Background: an optimization exercise with open tools, aiming at small area, a short achievable clock period and few clock cycles per item. Do not read the settings as production practice. RTL that was checked went through simulation tests only; none was proved equivalent to the original. No functional check of the RTL was part of run 3. Power figures rest on the tool's default switching activity, not on a simulated workload.

--- design/flow/config.mk ---
export PLATFORM = sky130hd
export DESIGN_NAME = fce_tx
export DESIGN_NICKNAME = fce_tx
export VERILOG_FILES = /design/flow/design.v
export SDC_FILE = /design/flow/constraint.sdc
export NUM_CORES = 4
export LEC_CHECK = 0
export ABC_AREA = 1
export CAP_MARGIN = 20
export CORE_MARGIN = 2
export CORE_UTILIZATION = 45
export PLACE_DENSITY = 0.6
export SETUP_SLACK_MARGIN = 2.2
export SLEW_MARGIN = 20
--- design/flow/constraint.sdc ---
create_clock -name core_clock -period 6.5 [get_ports {clk}]
set_input_delay 1.3000 -clock core_clock [delete_from_list [all_inputs] [get_ports {clk}]]
set_output_delay 1.3000 -clock core_clock [all_outputs]
set_load 0.01 [all_outputs]
--- design/flow/design.v ---
module fce_tx (
    input  wire        clk,
    input  wire        rst,
    input  wire        reg_wr,
    input  wire [4:0]  reg_addr,
    input  wire [31:0] reg_wdata,
    output reg  [31:0] reg_rdata,
    output wire        busy,
    output reg         mem_en,
    output reg  [3:0]  mem_we,
    output reg  [9:0]  mem_addr,
    output reg  [31:0] mem_wdata,
    input  wire [31:0] mem_rdata
);
    localparam [7:0] OP_NOP     = 8'h00;
    localparam [7:0] OP_ETH_ADD = 8'h01;
    localparam [7:0] OP_IP_ADD  = 8'h02;
    localparam [7:0] OP_UDP_ADD = 8'h03;
    localparam [7:0] OP_TCP_ADD = 8'h04;
    localparam [7:0] OP_CSUM    = 8'h08;
    localparam [4:0] R_CMD      = 5'h00;
    localparam [4:0] R_STATUS   = 5'h01;
    localparam [4:0] R_RESULT   = 5'h02;
    localparam [4:0] R_A0       = 5'h08;
    localparam [4:0] R_A1       = 5'h09;
    localparam [4:0] R_A2       = 5'h0A;
    localparam [4:0] R_A3       = 5'h0B;
    localparam [4:0] R_A4       = 5'h0C;
    localparam [4:0] R_A5       = 5'h0D;
    localparam [4:0] R_MAC_HI   = 5'h10;
    localparam [4:0] R_MAC_LO   = 5'h11;
    localparam [4:0] R_IP_ADDR  = 5'h12;
    localparam [4:0] R_IP_IDENT = 5'h13;
    localparam [4:0] R_IP_TTL   = 5'h14;
    localparam [4:0] R_TCP_MSS  = 5'h15;
    reg [31:0] cmd_q;
    reg [2:0]  errcode;     
    reg        sticky;
    reg [15:0] result;      
    reg [31:0] a0, a1, a2, a3, a4, a5;
    reg [31:0] mac_hi;
    reg [15:0] mac_lo;
    reg [31:0] ip_addr;
    reg [15:0] ip_ident;
    reg [7:0]  ip_ttl;
    reg [15:0] tcp_mss;
    reg        run;                                
    reg        chk;                                
    reg        bad_q, lbad_q;                      
    reg        t_eth, t_ip, t_udp, t_tcp, t_csum;  
    reg        rd_act;      
    reg        rfirst;      
    reg [8:0]  maddr;       
    reg [9:0]  rrem;        
    reg [1:0]  elane;       
    reg [3:0]  mask_q;      
    reg [15:0] acc;         
    reg [2:0]  ac;          
    reg        tact;        
    reg [3:0]  ti;          
    reg        tq_v;        
    reg        ipa, ipb;    
    reg        crdy;        
    reg [2:0]  hj;          
    reg [31:0] xq;          
    reg        xw;          
    reg [23:0] gq;          
    reg [3:0]  weq;         
    reg [3:0]  ovh, ovl;    
    reg        wlast;       
    assign busy = run;
    wire        bsel = cmd_q[8];
    wire [15:0] off  = cmd_q[31:16];
    wire [1:0]  al   = cmd_q[17:16];
    wire        syn  = a4[1];
    wire [7:0]  w_op  = reg_wdata[7:0];
    wire [15:0] w_off = reg_wdata[31:16];
    wire w_nop  = (w_op == OP_NOP);
    wire w_eth  = (w_op == OP_ETH_ADD);
    wire w_ip   = (w_op == OP_IP_ADD);
    wire w_udp  = (w_op == OP_UDP_ADD);
    wire w_tcp  = (w_op == OP_TCP_ADD);
    wire w_csum = (w_op == OP_CSUM);
    wire w_legal = w_nop | w_eth | w_ip | w_udp | w_tcp | w_csum;
    wire w_rsv = w_nop  ? (reg_wdata[31:8] != 24'd0) :
                 w_csum ? (reg_wdata[15:9] != 7'd0)  :
                          (reg_wdata[15:8] != 8'd0);
    wire [4:0]  tcp_hl   = syn ? 5'd24 : 5'd20;
    wire [15:0] ip_dlen  = a1[31:16];
    wire [15:0] udp_dlen = a2[15:0];
    wire [15:0] tcp_dlen = a5[15:0];
    wire [15:0] csum_len = a1[15:0];
    wire [2:0] w_err = !w_legal ? 3'd1 :
                       w_rsv    ? 3'd2 : 3'd0;
    wire [15:0] n_len   = t_udp ? udp_dlen : t_tcp ? tcp_dlen : t_csum ? csum_len : 16'd0;
    wire [4:0]  n_h     = t_eth ? 5'd14 : t_ip ? 5'd20 : t_udp ? 5'd8 : t_tcp ? tcp_hl : 5'd0;
    wire [12:0] n_end   = {1'b0, off[11:0]} + {1'b0, n_len[11:0]} + {8'd0, n_h};
    wire        n_big   = (off[15:12] != 4'd0) || (n_len[15:12] != 4'd0);
    wire        ip_lbad = (ip_dlen > 16'd65515);
    wire        h_bad   = (off[15:12] != 4'd0) ||
                          (t_eth && (off[11:0] > 12'd2034)) ||
                          (t_ip && ((off[11:0] > 12'd2028) || ip_lbad));
    wire        c_lbad  = (t_ip & ip_lbad) | (t_udp & (udp_dlen > 16'd65527)) |
                          (t_tcp & (tcp_dlen > (syn ? 16'd65511 : 16'd65515)));
    wire        c_rbad  = n_big || (n_end > 13'd2048);
    wire        c_bad   = bad_q;
    wire [15:0] w_n     = w_udp ? udp_dlen : w_tcp ? tcp_dlen : csum_len;
    wire        w_hasrd = (w_udp | w_tcp | w_csum) && (w_n != 16'd0);
    wire [13:0] w_span  = {12'd0, w_off[1:0]} + {2'b00, w_n[11:0]} + (w_csum ? 14'h3FFB : 14'h3FFF);
    wire        w_more  = !w_span[13];                   
    wire [8:0]  w_rskip = w_udp ? 9'd2 : w_tcp ? (syn ? 9'd6 : 9'd5) : 9'd1;
    wire cmd_wr = !run && reg_wr && (reg_addr == R_CMD);
    wire [15:0] w_init = w_csum ? a0[15:0] : w_udp ? 16'd17 : w_tcp ? 16'd6 : 16'd0;
    wire        e_eth = run ? t_eth : w_eth;
    wire        e_ip  = run ? t_ip  : w_ip;
    wire        e_udp = run ? t_udp : w_udp;
    wire        e_tcp = run ? t_tcp : w_tcp;
    wire [7:0] hl_byte = syn ? 8'h60 : 8'h50;
    reg  [2:0] g_last;      
    reg  [1:0] g_elane;     
    reg  [2:0] g_c0, g_c1;  
    reg  [1:0] g_l0;        
    always @* begin
        g_elane = t_eth ? al + 2'd1 : al - 2'd1;
        g_l0    = t_tcp ? al : al + 2'd2;
        if (t_eth) begin
            g_last = (al == 2'd3) ? 3'd4 : 3'd3;
            g_c0 = 3'd7; g_c1 = 3'd7;
        end else if (t_ip) begin
            g_last = (al == 2'd0) ? 3'd4 : 3'd5;
            g_c0 = al[1] ? 3'd3 : 3'd2;
            g_c1 = (al == 2'd0) ? 3'd2 : 3'd3;
        end else if (t_udp) begin
            g_last = (al == 2'd0) ? 3'd1 : 3'd2;
            g_c0 = al[1] ? 3'd2 : 3'd1;
            g_c1 = (al == 2'd0) ? 3'd1 : 3'd2;
        end else begin
            g_last = syn ? ((al == 2'd0) ? 3'd5 : 3'd6) : ((al == 2'd0) ? 3'd4 : 3'd5);
            g_c0 = 3'd4;
            g_c1 = (al == 2'd3) ? 3'd5 : 3'd4;
        end
    end
    wire [2:0] gk      = hj + 3'd1;
    wire       n_last  = (gk == g_last);
    wire [3:0] n_we    = n_last ? (4'b1111 >> (2'd3 - g_elane)) : 4'b1111;
    wire [3:0] n_ovh   = (gk == g_c0) ? (4'b0001 << g_l0) : 4'b0000;
    wire [3:0] n_ovl   = (gk == g_c1) ? (4'b0001 << (g_l0 + 2'd1)) : 4'b0000;
    function [31:0] hgroup(input e, input i, input u, input [15:0] lf, input [2:0] g);
        begin
            hgroup = 32'd0;
            if (e) begin
                case (g)
                    3'd0: hgroup = a0;
                    3'd1: hgroup = {a1[15:0], mac_hi[31:16]};
                    3'd2: hgroup = {mac_hi[15:0], mac_lo};
                    default: hgroup = {a1[31:16], 16'h0000};
                endcase
            end else if (i) begin
                case (g)
                    3'd0: hgroup = {16'h4500, lf};
                    3'd1: hgroup = {ip_ident, 16'h0000};
                    3'd2: hgroup = {ip_ttl, a1[7:0], 16'h0000};
                    3'd3: hgroup = ip_addr;
                    default: hgroup = a0;
                endcase
            end else if (u) begin
                case (g)
                    3'd0: hgroup = {a1[15:0], a1[31:16]};
                    default: hgroup = {lf, 16'h0000};
                endcase
            end else begin
                case (g)
                    3'd0: hgroup = {a1[15:0], a1[31:16]};
                    3'd1: hgroup = a2;
                    3'd2: hgroup = a3;
                    3'd3: hgroup = {hl_byte, a4[7:0], a4[31:16]};
                    3'd4: hgroup = 32'd0;
                    default: hgroup = {16'h0204, tcp_mss};
                endcase
            end
        end
    endfunction
    function [31:0] hrot(input [55:0] w, input [1:0] a);
        begin
            case (a)
                2'd0: hrot = {w[7:0],   w[15:8],  w[23:16], w[31:24]};
                2'd1: hrot = {w[15:8],  w[23:16], w[31:24], w[39:32]};
                2'd2: hrot = {w[23:16], w[31:24], w[39:32], w[47:40]};
                default: hrot = {w[31:24], w[39:32], w[47:40], w[55:48]};
            endcase
        end
    endfunction
    wire        gsum  = run && tact && !t_ip;
    wire        g_f   = gsum && ti[3];
    wire [2:0]  hj1   = hj + 3'd1;
    wire [15:0] lenf  = e_ip  ? (ip_dlen  + 16'd20) :
                        e_udp ? (udp_dlen + 16'd8)  : (tcp_dlen + {11'd0, tcp_hl});
    wire [2:0]  e_k   = !run ? 3'd0 :
                        g_f  ? (ti[1] ? 3'd1 : ti[0] ? 3'd4 : 3'd3) :
                        gsum ? ti[2:0] : xw ? hj1 : hj;
    wire [31:0] g_cur = hgroup(e_eth && !g_f, g_f ? !ti[1] : e_ip, g_f ? ti[1] : e_udp, lenf, e_k);
    wire [31:0] term = g_cur;
    wire [3:0]  ti_glast = t_udp ? 4'd2 : (syn ? 4'd5 : 4'd4);
    wire [3:0]  ti_last  = t_tcp ? 4'd10 : 4'd9;
    wire [3:0]  ti_nx    = (ti == ti_glast) ? 4'd8 : (ti + 4'd1);
    wire [31:0] ip_ta    = {ip_ident, ip_ttl, a1[7:0]} & {32{ipb}};
    wire [31:0] term2    = (ip_addr & {32{ipa}}) | (a0 & {32{ipb}});
    wire        sw      = !off[0] && !t_ip;
    wire [31:0] term_s  = sw ? {term[23:16], term[31:24], term[7:0], term[15:8]} : term;
    wire [31:0] term_q  = (xq & {32{tq_v}}) | ip_ta;
    wire [31:0] mx = (mem_rdata & {{8{mask_q[3]}}, {8{mask_q[2]}}, {8{mask_q[1]}}, {8{mask_q[0]}}}) | term2;
    function [18:0] csa_s(input [18:0] x, input [18:0] y, input [18:0] z);
        csa_s = x ^ y ^ z;
    endfunction
    function [18:0] csa_c(input [18:0] x, input [18:0] y, input [18:0] z);
        csa_c = {((x[17:0] & y[17:0]) | (x[17:0] & z[17:0]) | (y[17:0] & z[17:0])), 1'b0};
    endfunction
    wire [18:0] o_a  = {3'd0, acc};
    wire [18:0] o_e  = {16'd0, ac};
    wire [18:0] o_th = {3'd0, term_q[31:16]};
    wire [18:0] o_tl = {3'd0, term_q[15:0]};
    wire [18:0] o_mh = {3'd0, mx[31:16]};
    wire [18:0] o_ml = {3'd0, mx[15:0]};
    wire [18:0] r_s  = csa_s(o_a, o_th, o_tl);
    wire [18:0] r_c  = csa_c(o_a, o_th, o_tl);
    wire [18:0] m_s  = csa_s(o_mh, o_ml, o_e);
    wire [18:0] m_c  = csa_c(o_mh, o_ml, o_e);
    wire [18:0] q_s  = csa_s(r_s, r_c, m_s);
    wire [18:0] q_c  = csa_c(r_s, r_c, m_s);
    wire [18:0] n_s  = csa_s(q_s, q_c, m_c);
    wire [18:0] n_c  = csa_c(q_s, q_c, m_c);
    wire [18:0] acc_n = n_s + n_c;
    wire [16:0] tot  = {1'b0, acc} + {14'd0, ac};
    wire [15:0] f2   = tot[16] ? {13'd0, tot[2:0] + 3'd1} : tot[15:0];
    wire [15:0] fold = sw ? {f2[7:0], f2[15:8]} : f2;
    wire fin = !rd_act && (mask_q == 4'b0000) && !tact && !tq_v;
    wire done_csum = t_csum && fin && !chk;    
    wire hdr_go = !t_csum && !rd_act && xw && !(tact && !t_ip) && !(chk && h_bad) && !bad_q && (((ovh | ovl) == 4'b0000) || crdy);
    wire done_hdr = hdr_go && wlast;
    wire [31:0] csum_ov;
    genvar gl;
    generate
        for (gl = 0; gl < 4; gl = gl + 1) begin : g_ov
            assign csum_ov[8*gl +: 8] = (result[15:8] & {8{ovh[gl]}}) | (result[7:0] & {8{ovl[gl]}});
        end
    endgenerate
    always @* begin
        mem_wdata = hrot({gq, xq}, al) | csum_ov;
        if (run) begin
            mem_en   = rd_act | hdr_go;
            mem_we   = rd_act ? 4'b0000 : (hdr_go ? weq : 4'b0000);
            mem_addr = {bsel & t_csum & rd_act, maddr};
        end else begin
            mem_en   = reg_wr && (reg_addr == R_CMD);
            mem_we   = 4'b0000;
            mem_addr = {reg_wdata[8], reg_wdata[26:18]};
        end
    end
    always @* begin
        case (reg_addr)
            R_CMD:      reg_rdata = cmd_q;
            R_STATUS:   reg_rdata = {23'd0, sticky, 5'd0, errcode};
            R_RESULT:   reg_rdata = {16'd0, result};
            R_A0:       reg_rdata = a0;
            R_A1:       reg_rdata = a1;
            R_A2:       reg_rdata = a2;
            R_A3:       reg_rdata = a3;
            R_A4:       reg_rdata = a4;
            R_A5:       reg_rdata = a5;
            R_MAC_HI:   reg_rdata = mac_hi;
            R_MAC_LO:   reg_rdata = {16'd0, mac_lo};
            R_IP_ADDR:  reg_rdata = ip_addr;
            R_IP_IDENT: reg_rdata = {16'd0, ip_ident};
            R_IP_TTL:   reg_rdata = {24'd0, ip_ttl};
            R_TCP_MSS:  reg_rdata = {16'd0, tcp_mss};
            default:    reg_rdata = 32'd0;
        endcase
    end
    always @(posedge clk) begin
        if (rst) begin
            cmd_q    <= 32'd0;
            errcode  <= 3'd0;
            sticky   <= 1'b0;
            result   <= 16'd0;
            a0       <= 32'd0;
            a1       <= 32'd0;
            a2       <= 32'd0;
            a3       <= 32'd0;
            a4       <= 32'd0;
            a5       <= 32'd0;
            mac_hi   <= 32'd0;
            mac_lo   <= 16'd0;
            ip_addr  <= 32'd0;
            ip_ident <= 16'd0;
            ip_ttl   <= 8'h40;
            tcp_mss  <= 16'h05B4;
            run      <= 1'b0;
        end else if (!run) begin
            if (reg_wr) begin
                case (reg_addr)
                    R_CMD: begin
                        cmd_q <= reg_wdata;
                        if (w_err != 3'd0) begin
                            errcode <= w_err;
                            sticky  <= 1'b1;
                            result  <= 16'd0;
                        end else begin
                            errcode <= 3'd0;
                            result  <= 16'd0;
                            run     <= !w_nop;
                        end
                    end
                    R_STATUS:   if (reg_wdata[8]) sticky <= 1'b0;
                    R_A0:       a0 <= reg_wdata;
                    R_A1:       a1 <= reg_wdata;
                    R_A2:       a2 <= reg_wdata;
                    R_A3:       a3 <= reg_wdata;
                    R_A4:       a4 <= reg_wdata;
                    R_A5:       a5 <= reg_wdata;
                    R_MAC_HI:   mac_hi <= reg_wdata;
                    R_MAC_LO:   mac_lo <= reg_wdata[15:0];
                    R_IP_ADDR:  ip_addr <= reg_wdata;
                    R_IP_IDENT: ip_ident <= reg_wdata[15:0];
                    R_IP_TTL:   ip_ttl <= reg_wdata[7:0];
                    R_TCP_MSS:  tcp_mss <= reg_wdata[15:0];
                    default: ;
                endcase
            end
        end else begin
            if (c_bad) begin
                errcode <= lbad_q ? 3'd4 : 3'd3;
                sticky  <= 1'b1;
            end
            if (c_bad || done_csum || done_hdr)
                run <= 1'b0;
            if (c_bad)
                result <= 16'd0;
            else if (done_csum)
                result <= fold;
            else if (done_hdr)
                result <= t_eth ? 16'd14 : t_ip ? 16'd20 : t_udp ? 16'd8 : {11'd0, tcp_hl};
            else if (fin && !crdy)
                result <= ~fold;     
            if (done_hdr && t_ip)
                ip_ident <= ip_ident + 16'd1;
        end
    end
    always @(posedge clk) begin
        ipa <= cmd_wr && w_ip && (w_err == 3'd0);
        ipb <= ipa;
        if (cmd_wr) begin
            t_eth  <= w_eth;
            t_ip   <= w_ip;
            t_udp  <= w_udp;
            t_tcp  <= w_tcp;
            t_csum <= w_csum;
            chk    <= !w_nop;
            bad_q  <= 1'b0;
            rrem   <= w_span[11:2];
            elane  <= w_span[1:0];
            if (w_csum) begin
                rd_act <= w_hasrd && w_more;
                rfirst <= 1'b0;
                mask_q <= w_hasrd ? ((4'b1111 << w_off[1:0]) &
                                     (w_more ? 4'b1111 : (4'b1111 >> (2'd3 - w_span[1:0]))))
                                  : 4'b0000;
            end else begin
                rd_act <= w_hasrd;
                rfirst <= 1'b1;
                mask_q <= 4'b0000;
            end
            maddr  <= w_off[10:2] + (w_hasrd ? w_rskip : 9'd0);
            acc    <= w_off[0] ? w_init : {w_init[7:0], w_init[15:8]};
            ac     <= 3'd0;
            tact   <= !w_eth && !w_csum;
            tq_v   <= w_ip;
            ti     <= w_ip ? 4'd8 : 4'd0;
            crdy   <= 1'b0;
            hj     <= 3'd0;
            xq     <= g_cur;
            xw     <= 1'b1;
            weq    <= 4'b1111 << w_off[1:0];
            ovh    <= 4'b0000;
            ovl    <= 4'b0000;
            wlast  <= 1'b0;
        end else begin
            chk <= 1'b0;
            bad_q  <= chk && (c_lbad || c_rbad);
            lbad_q <= c_lbad;
            if (rd_act) begin
                maddr  <= (rrem == 10'd0) ? off[10:2] : (maddr + 9'd1);
                rrem   <= rrem - 10'd1;
                rfirst <= 1'b0;
                mask_q <= (rfirst ? (4'b1111 << al) : 4'b1111) &
                          ((rrem == 10'd0) ? (4'b1111 >> (2'd3 - elane)) : 4'b1111);
                if (rrem == 10'd0)
                    rd_act <= 1'b0;
            end else begin
                mask_q <= 4'b0000;
            end
            {ac, acc} <= acc_n;
            tq_v   <= tact && !t_ip;
            if (tact) begin
                ti <= ti_nx;
                if (ti == ti_last)
                    tact <= 1'b0;
            end
            if (fin)
                crdy <= 1'b1;
            if (tact && !t_ip) begin
                xq <= term_s;
                xw <= 1'b0;
            end else if (!xw) begin
                xq <= g_cur;
                xw <= 1'b1;
            end else if (hdr_go) begin
                hj    <= hj1;
                maddr <= maddr + 9'd1;
                xq    <= g_cur;
                gq    <= xq[23:0];
                weq   <= n_we;
                ovh   <= n_ovh;
                ovl   <= n_ovl;
                wlast <= n_last;
            end
        end
    end
endmodule
--- design/flow/run.sh ---
#!/bin/bash
# synth_recipe.tcl (not shown) runs the flow's synth.tcl, then flattens the netlist and writes it again
# the make line also repeats each setting of config.mk as NAME=value (left out here)
make -C /OpenROAD-flow-scripts/flow DESIGN_CONFIG=/design/flow/config.mk WORK_HOME=/design/flow/orfs CLKGATE_MAP_FILE= SYNTH_SCRIPT=/design/flow/synth_recipe.tcl finish
==> run summary, run 1 <==
largest area contributor in the synthesized netlist=dfxtp_1; DR vias=40.28k; area taken by multi-input logic gates=0.02100 mm^2; Int Power=7.934 mW; core area=0.07420 mm^2; period utilization=0.6909; Reg power frac=0.310; clock buffer depth=3; startpoint types=input pin; die height=277.2 um; Reg2Reg Depth=22; combinational share of power=0.402; Layout Nets=5393; num rows=100; drt drc=0; initial core utilization=0.4528; Avg Inst Size Synth=6.748 um^2; yosys warns=1; Die Wd=277.2 um; r2r startpoint=a1[2]; WL final=205.8 mm; final worst path period need=4.491 ns; Worst-Margin Slew=1.236 ns; WHS Path Cells=2; number of global-route vias before repair=36.16k; Final Setup Violations=0; status=no timing/DRC/antenna violations; clock sink total=501; unrepaired setup endpoints after global routing=true; IO Port Bufs=151; Fin. Hold Viols=0; kind of end point of the critical path=flip-flop; Placer Congestion=1.110; io pins=152; drt first pass iters=9; number of cells on the critical path=15; post-route ant nets=0; Hold EP=result[1]; die area=0.07686 mm^2; LEAKAGE=16.85 nW; Layout Skew=0.04208 ns; layout cells sized above 1=0.1546; DRT iter0 DRCs=6440; worst min-delay path class=flip-flop to flip-flop; Peak VDD IR=0.3125 mV; CP bufs+invs=5; largest net degree at the start of global routing=138; PwrDens=314.3 mW/mm^2; post-synth top area share=0.2491; clock root buffer=clkbuf_16; RR Endpoint=acc[14]; clock transition at the registers of the reported paths=0.06 ns; P&R area growth vs syn=23.65%; post-layout util=0.5599; crit-path cells=buf_2, inv_4, buf_4, buf_4, nand4_1, nor2_1, a21boi_1, inv_1, nand2_1, nand3_1, nand4_1, nand2_1, nand2_1, nand2_1, nand2_1; Synth Cell Area=0.03360 mm^2; Storage cell area=0.01088 mm^2; CP max FO=12; Worst slew margin=0.1697; NetSw=5.125 mW; ys flop type=dfxtp_1; Syn Nets=5203; GRT overflow=0; CP max-delay cell=inv_1; CTS tree=yes; clock latency on the worst-skew pair=0.67 ns; Detail Placement HPWL=152.6 mm; FMAX=222.7 MHz; post-synthesis sequential area ratio=0.3232; first-pass GRT wire length=279.8 mm; DR vias/cell=6.500; setup slack, reg-to-reg=2.14 ns; sw frac=0.3925; EDFF count, synth=83; Worst Path Arrival=4.86 ns; final count of pins violating max slew=0; Inserted Clock Buffers=59; CTS H-tree lvls=2; CP Class=input pin to flip-flop; TNS Setup=0 ns; flops & latches, synth=501; Cells after Synth=4979; clock share of power=0.289; cell mode on critical path=nand2_1; ys async rst share=0; top cells by area, synth=dfxtp_1 (25%), nand2_1 (12%), o21ai_0 (8.7%); Critical Path RT=6.87 ns; fill count=7242; max_cap viols=0; wire length per cell=33.21 um; initial antenna violation count=13; Yosys cell types=62; min-delay src=result[1]; slowest stage delay, CP=0.76 ns; All-Layer GR Usage=0.5157; Top delay family on crit path=simple AND/OR/NAND/NOR gates
-- routing by layer --
| layer | GRT usage | routed length, um | vias up |
|---|---|---|---|
| met2 | 0.7050 | 79780 | 3354 |
| met5 | 0.01313 | 341 | - |
| met4 | 0.4038 | 20070 | 22 |
| met3 | 0.2037 | 31130 | 875 |
| met1 | 0.6410 | 74450 | 18800 |
| li1 | - | - | 17230 |
-- worst max path at each step --
stage	start	to	slack, ns
after global routing	reg_wdata[6]	maddr[8]	1.89
after global placement	reg_addr[4]	reg_rdata[7]	0.63
after CTS	mem_rdata[18]	acc[14]	2.13
after floorplan	mem_rdata[2]	acc[14]	1.82
after detailed placement	reg_addr[0]	reg_rdata[2]	0.61
final	reg_wdata[2]	xq[30]	2.01
-- cell families (layout without fill, tap and decap cells) --
kind of cell,count (synthesis),count (layout),share of synthesized area
AND/OR/NAND/NOR,1928,1928,0.2430
other,0,7,0
multiplexers,1,1,0.0002979
XOR/XNOR,71,71,0.01851
buffers and inverters,871,1112,0.1018
flip-flops,501,501,0.3232
AO/OA/AOI/OAI,1455,1455,0.2431
adder cells (fa/ha/maj),152,152,0.07001
-- per-stage QoR --
| stage | instance area [um^2] | hold slack [ns] | instances | setup WS [ns] | total power, mW |
|---|---|---|---|---|---|
| 3_3_place_gp | 36320 | 0.4575 | 5910 | 0.6292 | 8.154 |
| 2_1_floorplan | 33830 | 0.3841 | 4979 | 1.823 | 6.712 |
| 6_report | 41550 | 0.4749 | 6196 | 2.009 | 13.06 |
| 3_5_place_dp | 36330 | 0.4729 | 5911 | 0.6075 | 8.208 |
| 4_1_cts | 40130 | 0.4807 | 6127 | 2.132 | 12.34 |
| 5_1_grt | 41530 | 0.4853 | 6190 | 1.887 | 13.55 |
-- layout make-up --
class | instances | share of cell area
antenna | 7 | 0.0004216
timing repair inverter | 3 | 0.0006023
sequential | 501 | 0.2619
clock buffer | 72 | 0.03795
tap | 969 | 0.02918
clock inverter | 40 | 0.01313
timing repair buffer | 434 | 0.09604
multi-input combinational | 3607 | 0.5055
inverter | 563 | 0.05523
-- synthesized netlist by cell type (all sizes together) (3+ instances only) --
library cell  count
inv             546
clkbuf          217
o211ai           65
a211oi            7
xor2             55
nand2          1115
ha               92
dfxtp           418
o2111ai          10
fa               60
xnor2            16
a221oi           66
a2111oi           7
nand4            73
a22oi            13
o221ai           27
nand3           273
nor4             17
clkinv           17
nand3b            6
nor3             56
a31oi            13
buf              91
edfxtp           83
o21ai           627
or2              15
a22o              5
a21oi           478
a21boi            4
a21o              5
nor2            371
o21a              3
o22ai           121
-- tightest hold or removal path: stages, from the launching register on --
cell and delay (ns):
dfxtp_1 0.31, nand2_1 0.06, a21oi_1 0.06
-- flip-flops by register name (all words and copies together), names as in the netlist, 32 cells and up --
| register | cells |
|---|---|
| a0 | 32 |
| a1 | 32 |
| a2 | 32 |
| a3 | 32 |
| a4 | 32 |
| a5 | 32 |
| cmd_q | 32 |
| ip_addr | 32 |
| mac_hi | 32 |
| xq | 32 |
-- power by group through the flow --
| stage | sequential, mW | combinational [mW] | clock, mW |
|---|---|---|---|
| after global placement | 4.07 | 4.09 | 0 |
| after detailed placement | 4.07 | 4.13 | 0 |
| after CTS | 4.01 | 4.59 | 3.74 |
| after floorplan | 3.85 | 2.86 | 0 |
| after global routing | 4.06 | 5.64 | 3.85 |
| final | 4.04 | 5.25 | 3.77 |
-- cells in the final DEF, fill, tap and decap left out, types with 72 or more instances in the layout --
| cell | instances |
|---|---|
| o22ai_1 | 95 |
| inv_1 | 477 |
| clkdlybuf4s50_1 | 92 |
| nand2_1 | 1068 |
| nand3_1 | 259 |
| nand4_1 | 72 |
| edfxtp_1 | 83 |
| buf_4 | 225 |
| dfxtp_1 | 407 |
| nor2_1 | 320 |
| a21oi_1 | 463 |
| o21ai_0 | 557 |
-- timing repair --
action / 4_1_cts / 5_1_grt
endpoints found under the setup margin: 130 / 101
hold buffers: 0 / 0
gates resized for setup: 392 / 242
pin swaps: 85 / 99
gates cloned: 4 / 5
setup buffers: 100 / 56
Testbench counts, summed over its fixed seeds: cycles 40,519, commands 908.
==> run 2, diff against run 1 <==
--- a/design/flow/config.mk
+++ b/design/flow/config.mk
@@ -10,5 +10,5 @@
 export CORE_MARGIN = 2
 export CORE_UTILIZATION = 45
 export PLACE_DENSITY = 0.6
-export SETUP_SLACK_MARGIN = 2.2
+export SETUP_SLACK_MARGIN = 2.0
 export SLEW_MARGIN = 20
==> run summary, run 2 <==
Critical Path RT=5.20 ns (was 6.87 ns); DRT iter0 DRCs=6261 (was 6440); most numerous cell in the Yosys netlist=nand2_1 (unchanged); Yosys cell types=62 (unchanged); post-synthesis sequential area ratio=0.3232 (unchanged); setup slack, reg-to-reg=2.04 ns (was 2.14 ns); yosys warns=1 (unchanged); P&R area growth vs syn=20.74% (was 23.65%); die height=277.2 um (unchanged); unrepaired setup endpoints after global routing=true (unchanged); post-synth top area share=0.2491 (unchanged); CP Class=input pin to output port (was input pin to flip-flop); Finished Layout Cells=6157 (was 6196); Cells after Synth=4979 (unchanged); All-Layer GR Usage=0.4965 (was 0.5157); CP max FO=11 (was 12); Placed Instances=5915 (was 5911); DR vias=39.75k (was 40.28k); io pins=152 (unchanged); core area=0.07420 mm^2 (unchanged); CTS Hold Bufs=0 (unchanged); Inserted Clock Buffers=58 (was 59); top cells by area, synth=dfxtp_1 (25%), nand2_1 (12%), o21ai_0 (8.7%) (unchanged); Final Setup Violations=0 (unchanged); Syn Nets=5203 (unchanged); clock latency on the worst-skew pair=0.70 ns (was 0.67 ns); DR vias/cell=6.456 (was 6.500); Fin. Hold Viols=0 (unchanged); first-pass GRT wire length=271.6 mm (was 279.8 mm); initial antenna violation count=14 (was 13); PwrDens=306.9 mW/mm^2 (was 314.3 mW/mm^2); post-route ant nets=0 (unchanged); area taken by multi-input logic gates=0.02039 mm^2 (was 0.02100 mm^2); EDFF count, synth=83 (unchanged); Storage cell area=0.01088 mm^2 (about the same); startpoint types=input pin (unchanged); num rows=100 (unchanged); largest net degree at the start of global routing=112 (was 138); die area=0.07686 mm^2 (unchanged); Avg Inst Size Synth=6.748 um^2 (unchanged); period utilization=0.7022 (was 0.6909); layout cells sized above 1=0.1270 (was 0.1546); status=no timing/DRC/antenna violations (unchanged); clock sink total=501 (unchanged); fill count=7363 (was 7242); Detail Placement HPWL=147.6 mm (was 152.6 mm); Top delay family on crit path=buffers and inverters (was simple AND/OR/NAND/NOR gates); drt first pass iters=7 (was 9); Placer Congestion=1.104 (was 1.110); Layout Nets=5356 (was 5393); GRT overflow=0 (unchanged); CTS H-tree lvls=2 (unchanged); flops & latches, synth=501 (unchanged); ys flop type=dfxtp_1 (unchanged); cell mode on critical path=clkdlybuf4s50_1 (was nand2_1); synth cell count leaders=nand2_1 (1100), o21ai_0 (587), inv_1 (529), a21oi_1 (477), dfxtp_1 (418) (unchanged); largest area contributor in the synthesized netlist=dfxtp_1 (unchanged); TNS Setup=0 ns (unchanged); Worst-Margin Slew=1.271 ns (was 1.236 ns); Worst slew margin=0.1518 (was 0.1697); final count of pins violating max slew=0 (unchanged); crit-path cells=clkdlybuf4s50_1, inv_1, o21ai_0, clkdlybuf4s50_1 (was buf_2, inv_4, buf_4, buf_4, nand4_1, nor2_1, a21boi_1, inv_1, nand2_1, nand3_1, nand4_1, nand2_1, nand2_1, nand2_1, nand2_1); Die Wd=277.2 um (unchanged); max_cap viols=0 (unchanged); Synth Cell Area=0.03360 mm^2 (unchanged); LEAKAGE=16.62 nW (was 16.85 nW); most frequent cells in the layout=nand2_1 (1079), o21ai_0 (564), inv_1 (496) (was nand2_1 (1068), o21ai_0 (557), inv_1 (477)); IO Port Bufs=151 (unchanged); final worst path period need=4.564 ns (was 4.491 ns); clock root buffer=clkbuf_16 (unchanged); clock buffer depth=3 (unchanged); Peak VDD IR=0.2985 mV (was 0.3125 mV); CTS tree=yes (unchanged); FMAX=219.1 MHz (was 222.7 MHz); number of global-route vias before repair=35.27k (was 36.16k); drt drc=0 (unchanged); WL final=198.5 mm (was 205.8 mm); commonest non-fill, non-tap cell in the layout=nand2_1 (unchanged); post-layout util=0.5467 (was 0.5599); slowest stage delay, CP=0.59 ns (was 0.76 ns); initial core utilization=0.4528 (unchanged); ys async rst share=0 (unchanged); Worst Path Arrival=3.26 ns (was 4.86 ns); kind of end point of the critical path=output port (was flip-flop); clock transition at the registers of the reported paths=0.06 ns (about the same); wire length per cell=32.24 um (was 33.21 um); CP max-delay cell=clkdlybuf4s50_1 (was inv_1); Layout Skew=0.05164 ns (was 0.04208 ns); worst min-delay path class=flip-flop to flip-flop (unchanged); CP bufs+invs=3 (was 5)
==> run 2: report_power, final <==
part           total (mW)  switching (mW)  internal [mW]
Sequential           4.03           0.431           3.60
Combinational        4.59            2.84           1.75
Clock                3.83            1.55           2.28
==> run 2: worst min-delay path: cells and delay by family (launching register included) <==
| kind | cells | cell delay (ns) |
|---|---|---|
| AOI/OAI and AO/OA | 1 | 0.06 |
| DFF | 1 | 0.31 |
| and+or+nand+nor | 1 | 0.06 |
==> run 2: what timing repair did <==
item | in CTS | in global routing
setup buffers | 93 | 27
gates cloned | 4 | 1
gates resized for setup | 260 | 163
pin swaps | 61 | 66
endpoints found under the hold margin | 0 | 0
endpoints found under the setup margin | 97 | 60
==> run 2: path summary, 6_finish.rpt <==
| kind | start | to | cells past startpoint |
|---|---|---|---|
| max | reg_wdata[20] | mem_addr[2] | 4 |
| min | result[1] | result[1] | 2 |
| max reg2reg | a1[2] | acc[12] | 22 |
| min reg2reg | result[1] | result[1] | 2 |
==> run 2: routing by layer <==
| metal | part of all wire | global-route usage |
|---|---|---|
| met3 | 0.14 | 0.1792 |
| met5 | 0.00031 | 0 |
| met2 | 0.39 | 0.6886 |
| met4 | 0.092 | 0.3704 |
| met1 | 0.37 | 0.6277 |
==> run 2: metrics by stage <==
stage	setup WS [ns]	power (mW)	instance area [um^2]	hold WS (ns)
finish	1.936	12.45	40570	0.4751
global placement	0.6040	8.139	36260	0.4564
detailed placement	0.6134	8.193	36260	0.4746
CTS	1.918	12.11	39930	0.4826
floorplan	1.823	6.708	33700	0.3841
global route	1.860	12.95	40550	0.5104
==> run 2: logic make-up (layout without fill, tap and decap cells) <==
family	Yosys count	in the layout	share of synthesized area
compound gates	1455	1455	0.2431
xor+xnor	71	71	0.01851
fa+ha+maj	152	152	0.07001
buf+inv	871	1072	0.1018
flops	501	501	0.3232
mux	1	1	0.0002979
other cells	0	8	0
simple gates	1928	1928	0.2430
==> run 2: area by class of cell <==
class | instances | share of cell area
repair buffers | 398 | 0.08920
flip-flops and latches | 501 | 0.2682
clock inverters | 25 | 0.01058
inverters | 563 | 0.05493
repair inverters | 3 | 0.0006477
multi-input cells | 3607 | 0.5027
well taps | 969 | 0.02989
clock buffers | 83 | 0.04337
diodes | 8 | 0.0004935
==> run 3, diff against run 2 <==
--- a/design/flow/design.v
+++ b/design/flow/design.v
@@ -54,8 +54,8 @@
     reg [9:0]  rrem;        
     reg [1:0]  elane;       
     reg [3:0]  mask_q;      
-    reg [15:0] acc;         
-    reg [2:0]  ac;          
+    reg [15:0] acc_h, acc_l;  
+    reg [1:0]  ac_h, ac_l;    
     reg        tact;        
     reg [3:0]  ti;          
     reg        tq_v;        
@@ -209,29 +209,22 @@
     wire [31:0] term_s  = sw ? {term[23:16], term[31:24], term[7:0], term[15:8]} : term;
     wire [31:0] term_q  = (xq & {32{tq_v}}) | ip_ta;
     wire [31:0] mx = (mem_rdata & {{8{mask_q[3]}}, {8{mask_q[2]}}, {8{mask_q[1]}}, {8{mask_q[0]}}}) | term2;
-    function [18:0] csa_s(input [18:0] x, input [18:0] y, input [18:0] z);
-        csa_s = x ^ y ^ z;
-    endfunction
-    function [18:0] csa_c(input [18:0] x, input [18:0] y, input [18:0] z);
-        csa_c = {((x[17:0] & y[17:0]) | (x[17:0] & z[17:0]) | (y[17:0] & z[17:0])), 1'b0};
+    function [19:0] acc_step(input [15:0] a, input [1:0] c, input [15:0] m, input [15:0] t);
+        reg [15:0] cs, cc;
+        reg [16:0] sum;
+        begin
+            cs  = a ^ m ^ t;
+            cc  = (a & m) | (a & t) | (m & t);
+            sum = {1'b0, cs} + {1'b0, cc[14:0], c[0]} + {16'd0, c[1]};
+            acc_step = {cc[15], sum[16], sum[15:0]};
+        end
     endfunction
-    wire [18:0] o_a  = {3'd0, acc};
-    wire [18:0] o_e  = {16'd0, ac};
-    wire [18:0] o_th = {3'd0, term_q[31:16]};
-    wire [18:0] o_tl = {3'd0, term_q[15:0]};
-    wire [18:0] o_mh = {3'd0, mx[31:16]};
-    wire [18:0] o_ml = {3'd0, mx[15:0]};
-    wire [18:0] r_s  = csa_s(o_a, o_th, o_tl);
-    wire [18:0] r_c  = csa_c(o_a, o_th, o_tl);
-    wire [18:0] m_s  = csa_s(o_mh, o_ml, o_e);
-    wire [18:0] m_c  = csa_c(o_mh, o_ml, o_e);
-    wire [18:0] q_s  = csa_s(r_s, r_c, m_s);
-    wire [18:0] q_c  = csa_c(r_s, r_c, m_s);
-    wire [18:0] n_s  = csa_s(q_s, q_c, m_c);
-    wire [18:0] n_c  = csa_c(q_s, q_c, m_c);
-    wire [18:0] acc_n = n_s + n_c;
-    wire [16:0] tot  = {1'b0, acc} + {14'd0, ac};
-    wire [15:0] f2   = tot[16] ? {13'd0, tot[2:0] + 3'd1} : tot[15:0];
+    wire [19:0] acc_hn = acc_step(acc_h, ac_h, mx[31:16], term_q[31:16]);
+    wire [19:0] acc_ln = acc_step(acc_l, ac_l, mx[15:0],  term_q[15:0]);
+    wire [17:0] u    = {2'b00, acc_h} + {2'b00, acc_l} +
+                       {17'd0, ac_h[0]} + {17'd0, ac_h[1]} + {17'd0, ac_l[0]} + {17'd0, ac_l[1]};
+    wire [16:0] u1   = {1'b0, u[15:0]} + {15'd0, u[17:16]};
+    wire [15:0] f2   = u1[16] ? (u1[0] ? 16'd2 : 16'd1) : u1[15:0];
     wire [15:0] fold = sw ? {f2[7:0], f2[15:8]} : f2;
     wire fin = !rd_act && (mask_q == 4'b0000) && !tact && !tq_v;
     wire done_csum = t_csum && fin && !chk;    
@@ -370,8 +363,10 @@
                 mask_q <= 4'b0000;
             end
             maddr  <= w_off[10:2] + (w_hasrd ? w_rskip : 9'd0);
-            acc    <= w_off[0] ? w_init : {w_init[7:0], w_init[15:8]};
-            ac     <= 3'd0;
+            acc_h  <= w_off[0] ? w_init : {w_init[7:0], w_init[15:8]};
+            acc_l  <= 16'd0;
+            ac_h   <= 2'd0;
+            ac_l   <= 2'd0;
             tact   <= !w_eth && !w_csum;
             tq_v   <= w_ip;
             ti     <= w_ip ? 4'd8 : 4'd0;
@@ -398,7 +393,8 @@
             end else begin
                 mask_q <= 4'b0000;
             end
-            {ac, acc} <= acc_n;
+            {ac_h, acc_h} <= acc_hn;
+            {ac_l, acc_l} <= acc_ln;
             tq_v   <= tact && !t_ip;
             if (tact) begin
                 ti <= ti_nx;
==> design/flow/config.mk (replaced) <==
export PLATFORM = sky130hd
export DESIGN_NAME = fce_tx
export DESIGN_NICKNAME = fce_tx
export VERILOG_FILES = /design/flow/design.v
export SDC_FILE = /design/flow/constraint.sdc
export NUM_CORES = 4
export LEC_CHECK = 0
export CAP_MARGIN = 20
export CORE_MARGIN = 2
export CORE_UTILIZATION = 45
export PLACE_DENSITY = 0.6
export SETUP_SLACK_MARGIN = 2.2
export SLEW_MARGIN = 20
==> run summary, run 3 <==
Yosys cell types=97 (was 62); final count of pins violating max slew=0 (unchanged); P&R area growth vs syn=27.64% (was 20.74%); Layout Skew=0.03436 ns (was 0.05164 ns); FMAX=173.6 MHz (was 219.1 MHz); Worst Slack Setup Final=0.7381 ns (was 1.936 ns); kind of end point of the critical path=flip-flop (was output port); clock transition at the registers of the reported paths=0.06 ns (about the same); clock buffer depth=3 (unchanged); status=no timing/DRC/antenna violations (unchanged); Inserted Clock Buffers=60 (was 58); first-pass GRT wire length=290.0 mm (was 271.6 mm); Syn Nets=4789 (was 5203); All-Layer GR Usage=0.5236 (was 0.4965); worst min-delay path class=flip-flop to flip-flop (unchanged); yosys warns=1 (unchanged); flops & latches, synth=518 (was 501); drt first pass iters=14 (was 7); CTS Hold Bufs=0 (unchanged); Critical Path RT=7.08 ns (was 5.20 ns); post-route ant nets=0 (unchanged); period utilization=0.8864 (was 0.7022); clock root buffer=clkbuf_16 (unchanged); CP max-delay cell=fa_1 (was clkdlybuf4s50_1); Worst slew margin=0.1119 (was 0.1518); Placer Congestion=1.127 (was 1.104); die area=0.07916 mm^2 (was 0.07686 mm^2); Worst Path Arrival=6.35 ns (was 3.26 ns); final worst path period need=5.762 ns (was 4.564 ns); post-synth top area share=0.2516 (was 0.2491); r2r startpoint=acc_h[0] (was a1[2]); TNS Setup=0 ns (unchanged); num rows=101 (was 100); number of global-route vias before repair=36.13k (was 35.27k); initial antenna violation count=10 (was 14); synth cell count leaders=nand2_1 (1001), a21oi_1 (583), dfxtp_1 (435), clkbuf_1 (336), nor2_1 (263) (was nand2_1 (1100), o21ai_0 (587), inv_1 (529), a21oi_1 (477), dfxtp_1 (418)); CTS H-tree lvls=2 (unchanged); ys async rst share=0 (unchanged); post-synthesis sequential area ratio=0.3236 (was 0.3232); unrepaired setup endpoints after global routing=true (unchanged); Peak VDD IR=0.3368 mV (was 0.2985 mV); Tot Pwr=14.31 mW (was 12.45 mW); ys flop type=dfxtp_1 (unchanged); startpoint types=flip-flop (was input pin); top cells by area, synth=dfxtp_1 (25%), nand2_1 (11%), a21oi_1 (8.4%) (was dfxtp_1 (25%), nand2_1 (12%), o21ai_0 (8.7%)); max_cap viols=0 (unchanged); layout cells sized above 1=0.1999 (was 0.1270); Die Wd=281.4 um (was 277.2 um); number of cells on the critical path=28 (was 4); GRT overflow=0 (unchanged); clock latency on the worst-skew pair=0.68 ns (was 0.70 ns); RR Endpoint=result[12] (was acc[12]); largest net degree at the start of global routing=205 (was 112); DR vias=40.91k (was 39.75k); CP Class=flip-flop to flip-flop (was input pin to output port); io pins=152 (unchanged); CP bufs+invs=5 (was 3); post-synthesis simple-gate area fraction=0.2014 (was 0.2430); Reg2Reg Depth=28 (was 22); wire length per cell=36.54 um (was 32.24 um); Worst-Margin Slew=1.328 ns (was 1.271 ns); Avg Inst Size Synth=7.642 um^2 (was 6.748 um^2); post-synthesis mux area share=0.04120 (was 0.0002979); post-layout util=0.5808 (was 0.5467); WHS Path Cells=2 (unchanged); setup slack, reg-to-reg=0.74 ns (was 2.04 ns); Hold EP=cmd_q[13] (was result[1]); most numerous cell in the Yosys netlist=nand2_1 (unchanged); DR vias/cell=6.914 (was 6.456); core area=0.07608 mm^2 (was 0.07420 mm^2); slowest stage delay, CP=0.53 ns (was 0.59 ns); commonest non-fill, non-tap cell in the layout=nand2_1 (unchanged); initial core utilization=0.4551 (was 0.4528); Final Setup Violations=0 (unchanged); Compound-Gate Fraction of Synth Area=0.2633 (was 0.2431); Fin. Hold Viols=0 (unchanged); clock sink total=518 (was 501); Layout Nets=5086 (was 5356); DP Area=0.03785 mm^2 (was 0.03626 mm^2); CTS tree=yes (unchanged); xor/xnor share of the synthesized area=0.03289 (was 0.01851); IO Port Bufs=151 (unchanged); Synth Cell Area=0.03462 mm^2 (was 0.03360 mm^2); drt drc=0 (unchanged); final instance area=0.04419 mm^2 (was 0.04057 mm^2); WL final=216.2 mm (was 198.5 mm); Top delay family on crit path=adder cells (was buffers and inverters); DRT iter0 DRCs=7275 (was 6261); Cells after Synth=4530 (was 4979); Detail Placement HPWL=151.2 mm (was 147.6 mm); PwrDens=323.9 mW/mm^2 (was 306.9 mW/mm^2); EDFF count, synth=83 (unchanged); largest area contributor in the synthesized netlist=dfxtp_1 (unchanged); pre-CTS WS=0.4856 ns (was 0.6134 ns); largest family of logic cells by synthesized area=compound AO/OA/AOI/OAI gates (unchanged); min-delay src=cmd_q[13] (was result[1]); Post-Synth Adder-Cell Area=0.07821 (was 0.07001); most frequent cells in the layout=nand2_1 (971), a21oi_1 (552), dfxtp_1 (420) (was nand2_1 (1079), o21ai_0 (564), inv_1 (496)); die height=281.4 um (was 277.2 um); LEAKAGE=17.11 nW (was 16.62 nW); CP max FO=6 (was 11)
-- run 3: cell count changes after synthesis, sizes merged, moves of 107 or more --
cell,delta
mux2i,+110
nor2,-107
clkbuf,+122
nand3,-199
o21ai,-436
inv,-394
nand2,-114
-- run 3: repair_timing --
item | CTS | global route
setup endpoints to repair | 154 | 134
cloned | 10 | 0
buffers inserted | 177 | 92
resized for setup | 445 | 240
pin swaps | 102 | 146
endpoints found under the hold margin | 0 | 0
-- run 3: cells by family (layout without fill, tap and decap cells) --
| group | after synthesis | after routing |
|---|---|---|
| AO/OA/AOI/OAI | 1390 | 1390 |
| XOR/XNOR | 130 | 130 |
| adder cells (fa/ha/maj) | 187 | 187 |
| buffers and inverters | 544 | 891 |
| flip-flops | 518 | 518 |
| multiplexers | 139 | 139 |
| other | 0 | 8 |
| AND/OR/NAND/NOR | 1622 | 1623 |
-- run 3: tightest hold or removal path, delay by kind of cell, from the launching register on --
family / cells / cell delay, ns
AND/OR/NAND/NOR: 1 / 0.05
AO/OA/AOI/OAI: 1 / 0.05
flip-flops: 1 / 0.31
-- run 3: routing by layer --
metal  track usage  part of all wire  wire (um)
met5      0.004884           0.00021         45
met4        0.4326              0.11      22870
met3        0.2154              0.16      33790
met2        0.7090              0.38      82920
met1        0.6432              0.35      76520
-- run 3: worst max-delay path by stage --
stage	start	to	slack (ns)
3_5_place_dp	reg_wdata[7]	maddr[8]	0.49
2_1_floorplan	acc_h[0]	result[6]	0.98
5_1_grt	acc_h[0]	result[6]	0.46
3_3_place_gp	reg_wdata[7]	maddr[8]	0.49
6_report	acc_h[0]	result[12]	0.74
4_1_cts	acc_h[0]	result[1]	0.87
-- run 3: layout make-up --
cell class,instances,area [um^2]
diodes,8,20.02
clock buffers,90,1805
clock inverters,23,240.2
fillers,7033,31890
inverters,154,590.6
multi-input cells,3469,22950
flip-flops and latches,518,11220
well taps,1030,1289
repair buffers,624,6070
-- run 3: report_power, final --
part | leakage (nW) | switching, mW | total (mW) | internal, mW
Sequential | 4.30 | 0.415 | 3.96 | 3.54
Clock | 1.02 | 1.53 | 3.60 | 2.07
Combinational | 11.8 | 3.87 | 6.76 | 2.89
-- run 3: stage by stage --
| step | cells | hold WS (ns) |
|---|---|---|
| final | 5916 | 0.4657 |
| after global routing | 5908 | 0.4781 |
| after CTS | 5816 | 0.4618 |
| after detailed placement | 5516 | 0.4520 |
| after global placement | 5515 | 0.4438 |
| after floorplan | 4530 | 0.3833 |

[re-timing with driven ports]
The results above use ideal ports. As a check the final layouts listed here were re-extracted and re-timed, cells and wires unchanged.
Step 1 sets driving cells, clkbuf_16 on the clock port and buf_2 on the other inputs (assumed; they add their load-dependent delay and slew).
Step 2 adds t to the input delays and takes it off the output delays; t is the mean of the earliest and latest rising clock arrival at the registers after step 1. Input paths then give back, and output paths get back, about the clock's delay inside the block.
Slacks: ideal / step 1 / step 2; pairs: ideal / step 1.
run	t (ns)	setup slack, ns	worst setup path after step 2	latest minus earliest clock arrival (ns)	worst data-port slew with drivers (ns)
run 1	0.732	2.009 / 2.043 / 1.311	input to register	0.043 / 0.043	0.11
run 2	0.742	1.936 / 1.913 / 1.312	input to register	0.055 / 0.055	0.10
run 3	0.734	0.738 / 0.738 / 0.738	register to register	0.036 / 0.035	0.07
After both steps every run listed still meets setup and hold. The setup slack of run 1, which loses most, moves by +0.034 ns with the drivers and by -0.698 ns with both steps.
